Context: an optimization exercise on an open-source flow, tuned for small area, a short achievable clock period and few clock cycles. The choices shown serve that exercise and are no tape-out recipe. Where RTL was checked, it was by simulation tests only, not by an equivalence proof against the original. Power figures rest on the tool's default switching activity, not on a simulated workload.

== run M ==
Design lsxgt_value_encoder, start of the top module:
module lsxgt_value_encoder (
    input  wire        clk,
    input  wire        rst,         
    input  wire [2:0]  dt,          
    input  wire        in_valid,
    output wire        in_ready,
    input  wire [7:0]  in_data,     
    input  wire        in_end,      
    output wire        out_valid,
    input  wire        out_ready,
    output wire [7:0]  out_data,    
    output wire        out_end,     
    output wire [1:0]  out_err,     
    output wire [15:0] out_pos      
);
Settings: LEC_CHECK=0, CAP_MARGIN=20, CORE_MARGIN=2, CORE_UTILIZATION=40, SLEW_MARGIN=20; clock period 5.0 ns.
run.sh (not shown) runs the stock make flow with config.mk's settings and CLKGATE_MAP_FILE= SYNTH_SCRIPT=/design/flow/synth_recipe.tcl, a recipe that flattens the netlist after the stock synthesis.
### run M -> run X
-- flow/design.v --
<<< run M, line 59
        reg        h0;
        for (j = 0; j < 8; j = j + 1) begin
            v  = ps[9*j +: 9];
            vp = (j == 0) ? 9'd0 : ps[9*(j-1) +: 9];
            b  = (j == 0) ? in_data[3:0] : carry10(vp);
            s  = {v[5:0], 3'd0} + {v[7:0], 1'd0} + {5'd0, b};
            h0 = v[5] ^ v[7] ^ (({1'b0, v[4:0]} + {1'b0, v[6:2]}) >> 5);
            if (fresh)
                n_ps[9*j +: 9] = (j == 0) ? {5'd0, in_data[3:0]} : 9'd0;
            else
                n_ps[9*j +: 9] = {s[8] ^ h0, s[7:0]};
        end
        ovf_set = !fresh && (ps[71:63] >= 9'd26);
>>> run X, line 59
        reg        h0;
        for (j = 0; j < 8; j = j + 1) begin
            v  = fresh ? 9'd0 : ps[9*j +: 9];
            vp = (fresh || j == 0) ? 9'd0 : ps[9*(j-1) +: 9];
            b  = (j == 0) ? in_data[3:0] : carry10(vp);
            s  = {v[5:0], 3'd0} + {v[7:0], 1'd0} + {5'd0, b};
            h0 = v[5] ^ v[7] ^ (({1'b0, v[4:0]} + {1'b0, v[6:2]}) >> 5);
            n_ps[9*j +: 9] = {s[8] ^ h0, s[7:0]};
        end
        ovf_set = !fresh && (ps[71:63] >= 9'd26);
[summary]
- Standby leakage power, run X and run M: larger value in run X
- The synthesized cell area of run X exceeds that of run M by 150 um^2.
- In the tables for run X and run M, area overhead of the layout relative to synthesis reads lower with run X.
- Run X has portion of total power attributed to combinational logic below what run M had.
- Summary of the comparison: end-of-flow core utilization is lower in run X, relative to run M.
- The lower proportion of cell area occupied by multi-input gates came out of run X.
- The post-synthesis sequential area ratio reported for run X is smaller than that of run M by 0.52 points.
- Comparing run X and run M, the higher synthesized cell count was measured on run X.
- Run X: clock period minus final worst setup slack 300 ps above run M
No functional check of the RTL was part of any run of this note.

---

The RTL this note starts from:
==> flow/design.v <==
module lsxgt_value_encoder (
    input  wire        clk,
    input  wire        rst,         
    input  wire [2:0]  dt,          
    input  wire        in_valid,
    output wire        in_ready,
    input  wire [7:0]  in_data,     
    input  wire        in_end,      
    output wire        out_valid,
    input  wire        out_ready,
    output wire [7:0]  out_data,    
    output wire        out_end,     
    output wire [1:0]  out_err,     
    output wire [15:0] out_pos      
);
    reg         rdy;        
    reg         r_valid;
    reg  [3:0]  r_d;        
    reg         r_digit;    
    reg         r_comma;
    reg         r_end;
    reg  [2:0]  r_dt;
    reg  [71:0] ps;         
    reg         fresh;      
    reg         bad;        
    reg         ovf;        
    reg  [2:0]  pdt;        
    reg  [15:0] pos;        
    reg         drain;      
    reg         hold;       
    reg         hend;       
    reg         stall;      
    reg         obusy, oH0, oH1, oV, oE;
    reg         olast;      
    reg         onov;       
    reg         oend;       
    reg  [1:0]  oerr;
    reg         oerrv;      
    reg  [7:0]  ob;         
    reg  [7:0]  nb;         
    reg  [7:1]  oc;         
    reg  [7:1]  own;        
    function [3:0] carry10;
        input [8:0] x;
        begin
            carry10[3] = (x >= 9'd205);
            carry10[2] = (x >= 9'd103) && (x < 9'd205);
            carry10[1] = ((x >= 9'd52) && (x < 9'd103)) || ((x >= 9'd154) && (x < 9'd205)) ||
                         (x >= 9'd256);
            carry10[0] = ((x >= 9'd26) && (x < 9'd52)) || ((x >= 9'd77) && (x < 9'd103)) ||
                         ((x >= 9'd128) && (x < 9'd154)) || ((x >= 9'd180) && (x < 9'd205)) ||
                         ((x >= 9'd231) && (x < 9'd256));
        end
    endfunction
    wire [7:0] own0 = {own, 1'b0};           
    reg [71:0] n_ps;
    integer j;
    always @(*) begin : step
        reg [8:0]  v, vp;
        reg [3:0]  b;
        reg [7:0]  m;
        for (j = 0; j < 8; j = j + 1) begin
            v  = ps[9*j +: 9];
            vp = (j == 0) ? 9'd0 : ps[9*(j-1) +: 9];
            b  = (j == 0) ? r_d : (own0[j-1] ? 4'd0 : carry10(vp));
            m  = {v[4:0], 3'd0} + {v[6:0], 1'd0};       
            if (fresh)
                n_ps[9*j +: 9] = (j == 0) ? {5'd0, r_d} : 9'd0;
            else
                n_ps[9*j +: 9] = {1'b0, m} + {5'd0, b};
        end
    end
    wire ovf_set = !fresh && !own[7] && (ps[71:63] >= 9'd26);
    reg [8:0] pcy;
    reg [7:0] ge;
    always @(*) begin : resolve
        reg [8:0] v;
        reg       any;
        pcy[0] = 1'b0;
        for (j = 0; j < 8; j = j + 1) begin
            v = ps[9*j +: 9];
            pcy[j+1] = v[8] | ((&v[7:0]) & pcy[j]);
        end
        any = 1'b0;
        ge[0] = 1'b1;
        for (j = 7; j >= 1; j = j - 1) begin
            any = any | (ps[9*j +: 9] != 9'd0);
            ge[j] = any | pcy[j];
        end
    end
    reg [7:1] bown;
    reg       novalue;
    always @(*) begin
        novalue = 1'b0;
        case (pdt)
            3'd0: bown = 7'b0000000;
            3'd1: begin
                bown = ge[7] ? 7'b1111111 : ge[5] ? 7'b0011111 : ge[3] ? 7'b0000111 : 7'b0000001;
                novalue = !ge[1];
                if (!ge[1]) bown = 7'b0000000;
            end
            3'd2: bown = ge[6] ? 7'b1111111 : ge[4] ? 7'b0011111 : ge[2] ? 7'b0000111 : 7'b0000001;
            3'd3: bown = ge[4] ? 7'b1111111 : 7'b0000111;
            default: bown = 7'b1111111;
        endcase
    end
    wire [7:1] rd = own & ~own0[6:0];
    reg  [7:0] rsel;
    reg        rcy;
    always @(*) begin
        rsel = 8'd0;
        rcy  = 1'b0;
        for (j = 1; j < 8; j = j + 1) begin
            rsel = rsel | ({8{rd[j]}} & ps[9*j +: 8]);
            rcy  = rcy | (rd[j] & oc[j]);
        end
    end
    wire [7:0] rbyte = rsel + {7'd0, rcy};
    wire blocked  = hold || stall || oerrv;
    wire r_free   = !(r_valid && blocked);
    wire beat_in  = r_valid && !blocked;       
    wire in_end_r = r_end;
    wire is_digit = r_digit;
    wire term     = r_end || r_comma;
    wire digit_in = beat_in && !term;
    wire act      = beat_in && term && !drain;
    wire p_unknown = (pdt >= 3'd5);
    wire p_err     = p_unknown || bad || ovf || pcy[8];
    wire [1:0] p_code = p_unknown ? 2'd2 : 2'd1;
    wire ofinal   = oE || (olast && !oend);
    wire deliver  = obusy && out_ready;
    wire can_load = !obusy || (out_ready && ofinal);
    wire step_v   = deliver && (oH1 || oV) && !olast;    
    wire [7:1] rel = {7{step_v}} & rd;
    wire now_item = act && (!fresh || in_end_r);
    wire attach   = !hold && now_item && fresh && !can_load && !oE && !oend;
    wire go_hold  = !hold && now_item && !can_load && !attach;
    wire load     = can_load && (hold || now_item);
    wire iend     = hold ? hend : in_end_r;
    wire blk      = !fresh && !p_err;
    wire errk     = !fresh && p_err;
    wire fin      = (act && !go_hold && !hold) || (hold && can_load);
    wire [7:1] own_n = own & ~rel;
    wire       fresh_n = fin || (fresh && !digit_in) || (beat_in && drain && in_end_r);
    wire       errv_n = can_load ? (load && errk) : oerrv;
    wire       r_valid_n = r_free ? in_valid : r_valid;
    reg        stall_n;
    always @(*) begin
        stall_n = 1'b0;
        for (j = 1; j < 8; j = j + 1)
            if (own_n[j] && !(j > 1 && own_n[j-1]) && !own0[j-1] &&
                (ps[9*(j-1) +: 9] >= 9'd2))
                stall_n = 1'b1;
        if (fresh || fresh_n)
            stall_n = 1'b0;
    end
    always @(posedge clk) begin
        if (r_free) begin
            r_d     <= in_data[3:0];
            r_digit <= (in_data >= 8'h30) && (in_data <= 8'h39);
            r_comma <= (in_data == 8'h2C);
            r_end   <= in_end;
            r_dt    <= dt;
        end
        if (rst) begin
            rdy     <= 1'b1;
            r_valid <= 1'b0;
        end else begin
            rdy     <= !(r_valid_n && (go_hold || (hold && !can_load) || errv_n || stall_n));
            r_valid <= r_valid_n;
        end
        if (rst) begin
            fresh <= 1'b1;
            bad   <= 1'b0;
            ovf   <= 1'b0;
            pos   <= 16'd0;
            drain <= 1'b0;
            hold  <= 1'b0;
            stall <= 1'b0;
        end else begin
            stall <= stall_n;
            if (digit_in) begin
                fresh <= 1'b0;
                if (!is_digit) bad <= 1'b1;
                if (ovf_set) ovf <= 1'b1;
            end
            if (fin) begin
                fresh <= 1'b1;
                bad   <= 1'b0;
                ovf   <= 1'b0;
                if (load && errk)
                    drain <= !iend;
                else
                    pos <= iend ? 16'd0 : pos + 16'd1;
            end
            if (beat_in && drain && in_end_r) begin
                drain <= 1'b0;
                fresh <= 1'b1;
                bad   <= 1'b0;
                ovf   <= 1'b0;
                pos   <= 16'd0;
            end
            if (deliver && oerrv)
                pos <= 16'd0;
            if (go_hold)
                hold <= 1'b1;
            else if (can_load)
                hold <= 1'b0;
        end
        if (go_hold)
            hend <= in_end_r;
        if (digit_in) begin
            ps[8:0] <= n_ps[8:0];
            pdt     <= r_dt;
        end
        for (j = 1; j < 8; j = j + 1)
            if (rel[j])
                ps[9*j +: 9] <= 9'd0;
            else if (digit_in && !own[j])
                ps[9*j +: 9] <= n_ps[9*j +: 9];
        if (rst) begin
            obusy <= 1'b0;
            oH0 <= 1'b0; oH1 <= 1'b0; oV <= 1'b0; oE <= 1'b0;
            oerr <= 2'd0;
            oerrv <= 1'b0;
            own  <= 7'd0;
        end else if (can_load) begin
            obusy <= load;
            oH0   <= load && blk;
            oH1   <= 1'b0;
            oV    <= 1'b0;
            oE    <= load && !blk;
            oerr  <= (load && errk) ? p_code : 2'd0;
            oerrv <= load && errk;
            oend  <= iend;
            olast <= 1'b0;
            onov  <= novalue;
            own   <= (load && blk) ? bown : 7'd0;
            oc    <= pcy[7:1];
            ob    <= (pdt == 3'd0) ? 8'h01 : 8'h20;
            nb    <= ps[7:0];
        end else begin
            if (attach)
                oend <= 1'b1;
            own <= own_n;
            if (deliver) begin
                if (oH0) begin
                    oH0   <= 1'b0;
                    oH1   <= 1'b1;
                    ob    <= 8'h00;
                    olast <= onov;
                end
                if (oH1 || oV) begin
                    oH1 <= 1'b0;
                    if (olast) begin
                        oV  <= 1'b0;
                        oE  <= 1'b1;
                    end else begin
                        oV    <= 1'b1;
                        ob    <= nb;
                        nb    <= rbyte;
                        olast <= (own == 7'd0);
                    end
                end
            end
        end
    end
    assign in_ready  = rdy;
    assign out_valid = obusy;
    assign out_end   = oE;
    assign out_data  = ob;
    assign out_err   = oerr;
    assign out_pos   = oerrv ? pos : 16'd0;
endmodule
clock: 5.0 ns
lec_check: 0
cap_margin: 20
core_margin: 2
core_utilization: 40
cts_buf_list: sky130_fd_sc_hd__clkbuf_8
setup_slack_margin: 2.1
slew_margin: 20
The baseline went through all stages and came out clean.
Testbench counts at the start, summed over its fixed seeds: cycles 28,140.
==> next run, changes <==
--- a/flow/design.v
+++ b/flow/design.v
@@ -13,13 +13,6 @@
     output wire [1:0]  out_err,     
     output wire [15:0] out_pos      
 );
-    reg         rdy;        
-    reg         r_valid;
-    reg  [3:0]  r_d;        
-    reg         r_digit;    
-    reg         r_comma;
-    reg         r_end;
-    reg  [2:0]  r_dt;
     reg  [71:0] ps;         
     reg         fresh;      
     reg         bad;        
@@ -35,7 +28,6 @@
     reg         onov;       
     reg         oend;       
     reg  [1:0]  oerr;
-    reg         oerrv;      
     reg  [7:0]  ob;         
     reg  [7:0]  nb;         
     reg  [7:1]  oc;         
@@ -62,10 +54,10 @@
         for (j = 0; j < 8; j = j + 1) begin
             v  = ps[9*j +: 9];
             vp = (j == 0) ? 9'd0 : ps[9*(j-1) +: 9];
-            b  = (j == 0) ? r_d : (own0[j-1] ? 4'd0 : carry10(vp));
+            b  = (j == 0) ? in_data[3:0] : (own0[j-1] ? 4'd0 : carry10(vp));
             m  = {v[4:0], 3'd0} + {v[6:0], 1'd0};       
             if (fresh)
-                n_ps[9*j +: 9] = (j == 0) ? {5'd0, r_d} : 9'd0;
+                n_ps[9*j +: 9] = (j == 0) ? {5'd0, in_data[3:0]} : 9'd0;
             else
                 n_ps[9*j +: 9] = {1'b0, m} + {5'd0, b};
         end
@@ -116,12 +108,10 @@
         end
     end
     wire [7:0] rbyte = rsel + {7'd0, rcy};
-    wire blocked  = hold || stall || oerrv;
-    wire r_free   = !(r_valid && blocked);
-    wire beat_in  = r_valid && !blocked;       
-    wire in_end_r = r_end;
-    wire is_digit = r_digit;
-    wire term     = r_end || r_comma;
+    wire beat_in  = in_valid && in_ready;
+    wire is_comma = (in_data == 8'h2C);
+    wire is_digit = (in_data >= 8'h30) && (in_data <= 8'h39);
+    wire term     = in_end || is_comma;
     wire digit_in = beat_in && !term;
     wire act      = beat_in && term && !drain;
     wire p_unknown = (pdt >= 3'd5);
@@ -132,18 +122,16 @@
     wire can_load = !obusy || (out_ready && ofinal);
     wire step_v   = deliver && (oH1 || oV) && !olast;    
     wire [7:1] rel = {7{step_v}} & rd;
-    wire now_item = act && (!fresh || in_end_r);
+    wire now_item = act && (!fresh || in_end);
     wire attach   = !hold && now_item && fresh && !can_load && !oE && !oend;
     wire go_hold  = !hold && now_item && !can_load && !attach;
     wire load     = can_load && (hold || now_item);
-    wire iend     = hold ? hend : in_end_r;
+    wire iend     = hold ? hend : in_end;
     wire blk      = !fresh && !p_err;
     wire errk     = !fresh && p_err;
     wire fin      = (act && !go_hold && !hold) || (hold && can_load);
     wire [7:1] own_n = own & ~rel;
-    wire       fresh_n = fin || (fresh && !digit_in) || (beat_in && drain && in_end_r);
-    wire       errv_n = can_load ? (load && errk) : oerrv;
-    wire       r_valid_n = r_free ? in_valid : r_valid;
+    wire       fresh_n = fin || (fresh && !digit_in) || (beat_in && drain && in_end);
     reg        stall_n;
     always @(*) begin
         stall_n = 1'b0;
@@ -155,20 +143,6 @@
             stall_n = 1'b0;
     end
     always @(posedge clk) begin
-        if (r_free) begin
-            r_d     <= in_data[3:0];
-            r_digit <= (in_data >= 8'h30) && (in_data <= 8'h39);
-            r_comma <= (in_data == 8'h2C);
-            r_end   <= in_end;
-            r_dt    <= dt;
-        end
-        if (rst) begin
-            rdy     <= 1'b1;
-            r_valid <= 1'b0;
-        end else begin
-            rdy     <= !(r_valid_n && (go_hold || (hold && !can_load) || errv_n || stall_n));
-            r_valid <= r_valid_n;
-        end
         if (rst) begin
             fresh <= 1'b1;
             bad   <= 1'b0;
@@ -193,14 +167,14 @@
                 else
                     pos <= iend ? 16'd0 : pos + 16'd1;
             end
-            if (beat_in && drain && in_end_r) begin
+            if (beat_in && drain && in_end) begin
                 drain <= 1'b0;
                 fresh <= 1'b1;
                 bad   <= 1'b0;
                 ovf   <= 1'b0;
                 pos   <= 16'd0;
             end
-            if (deliver && oerrv)
+            if (deliver && oE && (oerr != 2'd0))
                 pos <= 16'd0;
             if (go_hold)
                 hold <= 1'b1;
@@ -208,10 +182,10 @@
                 hold <= 1'b0;
         end
         if (go_hold)
-            hend <= in_end_r;
+            hend <= in_end;
         if (digit_in) begin
             ps[8:0] <= n_ps[8:0];
-            pdt     <= r_dt;
+            pdt     <= dt;
         end
         for (j = 1; j < 8; j = j + 1)
             if (rel[j])
@@ -222,7 +196,6 @@
             obusy <= 1'b0;
             oH0 <= 1'b0; oH1 <= 1'b0; oV <= 1'b0; oE <= 1'b0;
             oerr <= 2'd0;
-            oerrv <= 1'b0;
             own  <= 7'd0;
         end else if (can_load) begin
             obusy <= load;
@@ -231,7 +204,6 @@
             oV    <= 1'b0;
             oE    <= load && !blk;
             oerr  <= (load && errk) ? p_code : 2'd0;
-            oerrv <= load && errk;
             oend  <= iend;
             olast <= 1'b0;
             onov  <= novalue;
@@ -265,10 +237,10 @@
             end
         end
     end
-    assign in_ready  = rdy;
+    assign in_ready  = !hold && !stall && !(oE && (oerr != 2'd0));
     assign out_valid = obusy;
     assign out_end   = oE;
     assign out_data  = ob;
     assign out_err   = oerr;
-    assign out_pos   = oerrv ? pos : 16'd0;
+    assign out_pos   = (oerr != 2'd0) ? pos : 16'd0;
 endmodule
Result:
- The new run completed without violations
- die area came out lower by 1.9%
- register-to-register slack loses 0.02 ns
- critical path depth came out higher by 1
- non-clock buffer count came out lower by 4
- final cell count came out lower by 0.37%
- power came out lower by 9.3%
- wire length came out lower by 4.1%
- flip-flop and latch count came out lower by 13
- setup slack loses 0.018 ns
- clock power came out lower by about 1%
- worst hold slack gains 0.072 ns
Testbench counts after the change, summed over its fixed seeds: cycles 28,132.

re-timing with driven ports:
The results above use ideal ports. As a check the final layouts listed here were re-extracted and re-timed, cells and wires unchanged.
Step 1, drivers: a clkbuf_16 drives clk and a buf_2 each remaining input, both assumed.
Step 2, shift: input delay + t, output delay - t, t = (earliest + latest rising clock arrival at the registers) / 2. This alone moves slack from input paths to output paths.
Slacks: ideal / step 1 / step 2; pairs: ideal / step 1.
run	shift t [ns]	slack for setup (ns)	clock arrival spread, ns
run M	0.565	1.401 / 1.401 / 1.291	0.012 / 0.012
run X	0.560	1.105 / 1.105 / 1.105	0.015 / 0.016
the first run of note 2	0.508	2.170 / 2.166 / 1.895	0.015 / 0.015
the second run of note 2	0.502	2.151 / 2.151 / 1.682	0.021 / 0.021
After both steps every run listed still meets setup and hold. For the second run of note 2, which loses most, drivers alone change the setup slack by 0.000 ns; drivers and shift together by -0.469 ns.
